This design comes from an exercise in tuning for small area and a short achievable clock period on the open sky130 flow, not from production work. The RTL was checked by simulation tests, not by an equivalence proof against the original design. Power is estimated from default activity; no workload was simulated.

## run 1
==> flow/design.v (excerpt) <==
module freqres4 (
    input  wire        clk,
    input  wire        rst,
    input  wire [2:0]  cmd_op,
    input  wire [1:0]  cmd_ch,
    input  wire [7:0]  cmd_arg0,
    input  wire [7:0]  cmd_arg1,
    input  wire [1:0]  cmd_flags,
    output reg         out_valid,
    output reg  [1:0]  out_ch,
    output wire [10:0] out_freq
);
==> flow/config.mk <==
export PLATFORM = sky130hd
export DESIGN_NAME = freqres4
export DESIGN_NICKNAME = freqres4
export VERILOG_FILES = /design/flow/design.v
export SDC_FILE = /design/flow/constraint.sdc
export NUM_CORES = 4
export LEC_CHECK = 0
export ABC_AREA = 1
export CAP_MARGIN = 20
export CORE_MARGIN = 2
export CORE_UTILIZATION = 40
export CTS_BUF_LIST = sky130_fd_sc_hd__clkbuf_8
export CTS_CLUSTER_DIAMETER = 80
export CTS_CLUSTER_SIZE = 12
export SLEW_MARGIN = 20
==> flow/constraint.sdc <==
create_clock -name core_clock -period 15.0 [get_ports {clk}]
set_input_delay 3.0000 -clock core_clock [delete_from_list [all_inputs] [get_ports {clk}]]
set_output_delay 3.0000 -clock core_clock [all_outputs]
set_load 0.01 [all_outputs]
standard.sh (not shown) runs the stock make flow with config.mk's settings and CLKGATE_MAP_FILE= SYNTH_SCRIPT=/design/flow/synth_recipe.tcl, a recipe that flattens the netlist after the stock synthesis.
==> flow/flow/run.sh <==
#!/bin/bash
# Layout flow: the standard ORFS flow (standard synthesis unchanged),
# with timing repair aimed below the clock period and free cell sizing.
#   SETUP_SLACK_MARGIN    repair_timing keeps working until setup slack
#                         reaches this margin (ns) instead of 0: CTS_MARGIN
#                         for the steps up to clock tree synthesis, then
#                         GRT_MARGIN for the repair after global routing
#   MATCH_CELL_FOOTPRINT  0 lets sizing swap cells of different footprints
#   BUFFER_PORTS_ARGS     port buffers as buf_2 instead of delay cells
# Each make run's full output goes to its own log in the work folder
# (flow_make_cts.log, flow_make_finish.log); ORFS keeps each step's log
# under orfs/logs/.
set -euo pipefail
CTS_MARGIN=8.25
GRT_MARGIN=6.5
COMMON=(MATCH_CELL_FOOTPRINT=0 "BUFFER_PORTS_ARGS=-buffer_cell sky130_fd_sc_hd__buf_2")
bash standard.sh "${COMMON[@]}" SETUP_SLACK_MARGIN=$CTS_MARGIN cts > flow_make_cts.log 2>&1
bash standard.sh "${COMMON[@]}" SETUP_SLACK_MARGIN=$GRT_MARGIN finish > flow_make_finish.log 2>&1
Inputs modified between run 1 and run 2:
--- a/flow/flow/run.sh
+++ b/flow/flow/run.sh
@@ -14 +14 @@
-CTS_MARGIN=8.25
+CTS_MARGIN=8.6
Run 2 reached the final stage; the timing, design-rule and antenna checks on its layout passed.
Post-layout minimum cycle time in run 2 is 0.14 ns lower than in run 1
Total power of run 2 is higher than that of run 1.
Run 1 -> run 2: mean cell area of the mapped netlist delta 0, exact match
Run 2 vs. run 1: wire length of the first global-routing pass went up by about 0.57%.
Any difference in multi-input combinational gate total between run 1 and run 2 is small enough to ignore.
In run 2 the worst setup slack after layout turned out 0.14 ns higher than in run 1.
On routed length on met2, run 2 tracks run 1 almost exactly.
--- input diff run 2..run 3 ---
--- a/flow/flow/run.sh
+++ b/flow/flow/run.sh
@@ -14 +14 @@
-CTS_MARGIN=8.6
+CTS_MARGIN=8.7
Notes after the runs:
Between run 2 and run 3, non-clock buffer count in the final layout increased.
Synthesized-area fraction occupied by adder cells: run 3 vs run 2 identical
Between run 3 and run 2, it is run 3 whose fraction of final layout cells with drive strength greater than 1 is higher, by 1.5 points.
Run 2 → run 3: portion of total power attributed to the clock network decreased 0.2 points; final wirelength increased about 1%.
In run 3, the critical path depth came out 2 above the value in run 2.
Compared with run 2, run 3 is hungrier on power.
On run 3: maximum vdd ir drop is 17% higher than what run 2 gave.
Diff run 2 -> run 3 | first-iteration DRC count | down by a few percent

---

Another version of the RTL of freqres4 (not shown whole).
Size: about 2300 cells after synthesis, about 340 flip-flops, ~39 I/O pins.
export LEC_CHECK = 0
export ABC_AREA = 1
export CAP_MARGIN = 20
export CORE_MARGIN = 2
export CORE_UTILIZATION = 40
export CTS_BUF_LIST = sky130_fd_sc_hd__clkbuf_8
export CTS_CLUSTER_DIAMETER = 80
export CTS_CLUSTER_SIZE = 12
export SLEW_MARGIN = 20
create_clock -name core_clock -period 15.0 [get_ports {clk}]
==> flow/flow/run.sh <==
#!/bin/bash
# Layout flow: the standard ORFS flow (standard synthesis unchanged),
# with timing repair aimed below the clock period and free cell sizing.
#   SETUP_SLACK_MARGIN    repair_timing keeps working until setup slack
#                         reaches this margin (ns) instead of 0: CTS_MARGIN
#                         for the steps up to clock tree synthesis, then
#                         GRT_MARGIN for the repair after global routing
#   MATCH_CELL_FOOTPRINT  0 lets sizing swap cells of different footprints
#   BUFFER_PORTS_ARGS     port buffers as buf_2 instead of delay cells
# Each make run's full output goes to its own log in the work folder
# (flow_make_cts.log, flow_make_finish.log); ORFS keeps each step's log
# under orfs/logs/.
set -euo pipefail
CTS_MARGIN=8.6
GRT_MARGIN=6.5
COMMON=(MATCH_CELL_FOOTPRINT=0 "BUFFER_PORTS_ARGS=-buffer_cell sky130_fd_sc_hd__buf_2")
bash standard.sh "${COMMON[@]}" SETUP_SLACK_MARGIN=$CTS_MARGIN cts > flow_make_cts.log 2>&1
bash standard.sh "${COMMON[@]}" SETUP_SLACK_MARGIN=$GRT_MARGIN finish > flow_make_finish.log 2>&1
Next try:
--- a/flow/flow/run.sh
+++ b/flow/flow/run.sh
@@ -12,5 +12,5 @@
 # under orfs/logs/.
 set -euo pipefail
-CTS_MARGIN=8.6
+CTS_MARGIN=8.5
 GRT_MARGIN=6.5
 COMMON=(MATCH_CELL_FOOTPRINT=0 "BUFFER_PORTS_ARGS=-buffer_cell sky130_fd_sc_hd__buf_2")
=> Die area stays the same; worst hold slack improved by 0.033 ns; count of clock-buffer cells in the layout goes down by 1; critical path depth stays the same; via count goes down by 0.60%; setup slack got worse by 0.081 ns.

---

rev 12:
freqres4, a different RTL version from the one above (not shown whole).
Size in the first run: ~2,200 cells after synthesis, about 330 flip-flops, ~20,000 um2 of cells after synthesis.
// freqres4
module freqres4 (
    input  wire        clk,
    input  wire        rst,
    input  wire [2:0]  cmd_op,
    input  wire [1:0]  cmd_ch,
    input  wire [7:0]  cmd_arg0,
    input  wire [7:0]  cmd_arg1,
    input  wire [1:0]  cmd_flags,
    output reg         out_valid,
    output reg  [1:0]  out_ch,
    output wire [10:0] out_freq
);
    localparam OP_NOTE   = 3'd1;
    localparam OP_EFFECT = 3'd2;
    localparam OP_USEINS = 3'd3;
    localparam OP_STEP   = 3'd4;
    localparam DIR_UP    = 2'd1;   
    localparam DIR_DOWN  = 2'd2;   
    localparam DIR_PORTA = 2'd3;   
    wire is_note = (cmd_op == OP_NOTE);
    wire is_eff  = (cmd_op == OP_EFFECT);
    wire is_uses = (cmd_op == OP_USEINS);
    wire is_step = (cmd_op == OP_STEP);
    wire e_arp   = is_eff && (cmd_arg1 == 8'h08);
    wire e_slide = is_eff && (cmd_arg1 == 8'h09 || cmd_arg1 == 8'h0A || cmd_arg1 == 8'h0B);
    wire e_vib   = is_eff && (cmd_arg1 == 8'h0C);
    wire e_vdel  = is_eff && (cmd_arg1 == 8'h0D);
    wire e_tune  = is_eff && (cmd_arg1 == 8'h0E);
    wire [6:0]  c_note [0:3];
    wire [10:0] c_cur  [0:3];
    wire        c_tv   [0:3];
    wire [1:0]  c_dir  [0:3];
    wire [7:0]  c_spd  [0:3];
    wire [7:0]  c_tune [0:3];
  ...
Settings: LEC_CHECK=0, ABC_AREA=1, CAP_MARGIN=20, CORE_MARGIN=2, CORE_UTILIZATION=40, SLEW_MARGIN=20; clock period 15.0 ns.
==> flow/flow/run.sh <==
#!/bin/bash
# Layout flow: the standard ORFS flow (standard synthesis unchanged),
# with timing repair aimed below the clock period and free cell sizing.
#   SETUP_SLACK_MARGIN    repair_timing keeps working until setup slack
#                         reaches this margin (ns) instead of 0
#   MATCH_CELL_FOOTPRINT  0 lets sizing swap cells of different footprints
#   BUFFER_PORTS_ARGS     port buffers as buf_2 instead of delay cells
# The full make output goes to flow_make.log in the work folder; ORFS keeps
# each step's log under orfs/logs/.
set -euo pipefail
MARGIN=${FLOW_SETUP_MARGIN:-7.5}
bash standard.sh \
    SETUP_SLACK_MARGIN=$MARGIN \
    MATCH_CELL_FOOTPRINT=0 \
    "BUFFER_PORTS_ARGS=-buffer_cell sky130_fd_sc_hd__buf_2" \
    finish > flow_make.log 2>&1
Having completed the whole flow, rev 12 delivered a layout that passed the timing, design-rule and antenna checks.
Input changes introduced in rev 13 (baseline for comparison: rev 12):
- CTS_CLUSTER_SIZE: unset -> 20
- CTS_CLUSTER_DIAMETER: unset -> 120
- CTS_BUF_LIST: unset -> sky130_fd_sc_hd__clkbuf_16
[summary]
Comparing rev 12 and rev 13, the lower detailed route wirelength on metal2 was measured on rev 13. In the tables for rev 12 and rev 13, sequential share of layout area reads lower with rev 12. Global-route usage (lower): rev 13. Rev 12 consumes more power than rev 13. Changes observed in rev 13 relative to rev 12: post-layout instance count excluding filler cells fell 47, total leakage power lower, post-route fraction of the period consumed by the critical path picked up an extra 0.51 points. Rev 13 went all the way through synthesis, placement and routing and the layout is clean on timing, DRC and antenna.

port drivers added, routing unchanged:
Ports are ideal in the flow. The routed layouts listed here were re-timed in OpenROAD. Step 1, drivers: a clkbuf_16 drives clk and a buf_2 each remaining input, both assumed. Step 2 times the ports against the registers' clock, not the clock port: input delays grow and output delays shrink by t, the midpoint of the rising clock arrivals with the driver on. Slacks: ideal ports / drivers / drivers and shift; pairs: ideal ports / drivers.
run	shift t [ns]	slack for setup (ns)	slew at the worst register clock pin (ns)	cell pins on the clock port's net
run 1	0.614	8.107 / 8.141 / 7.527	0.10 / 0.10	1
run 2	0.623	8.246 / 8.195 / 7.900	0.09 / 0.09	1
run 3	0.632	8.234 / 8.182 / 7.960	0.10 / 0.10	1
the first run of note 2	0.611	8.431 / 8.403 / 7.792	0.09 / 0.09	1
the second run of note 2	0.657	8.351 / 8.320 / 7.662	0.09 / 0.09	1
rev 12	0.590	7.678 / 7.647 / 7.057	0.07 / 0.07	1
rev 13	0.605	7.602 / 7.590 / 6.985	0.09 / 0.09	1
After both steps setup and hold are still met in every run listed. For the second run of note 2, which loses most, drivers alone change the setup slack by -0.031 ns; drivers and shift together by -0.689 ns.
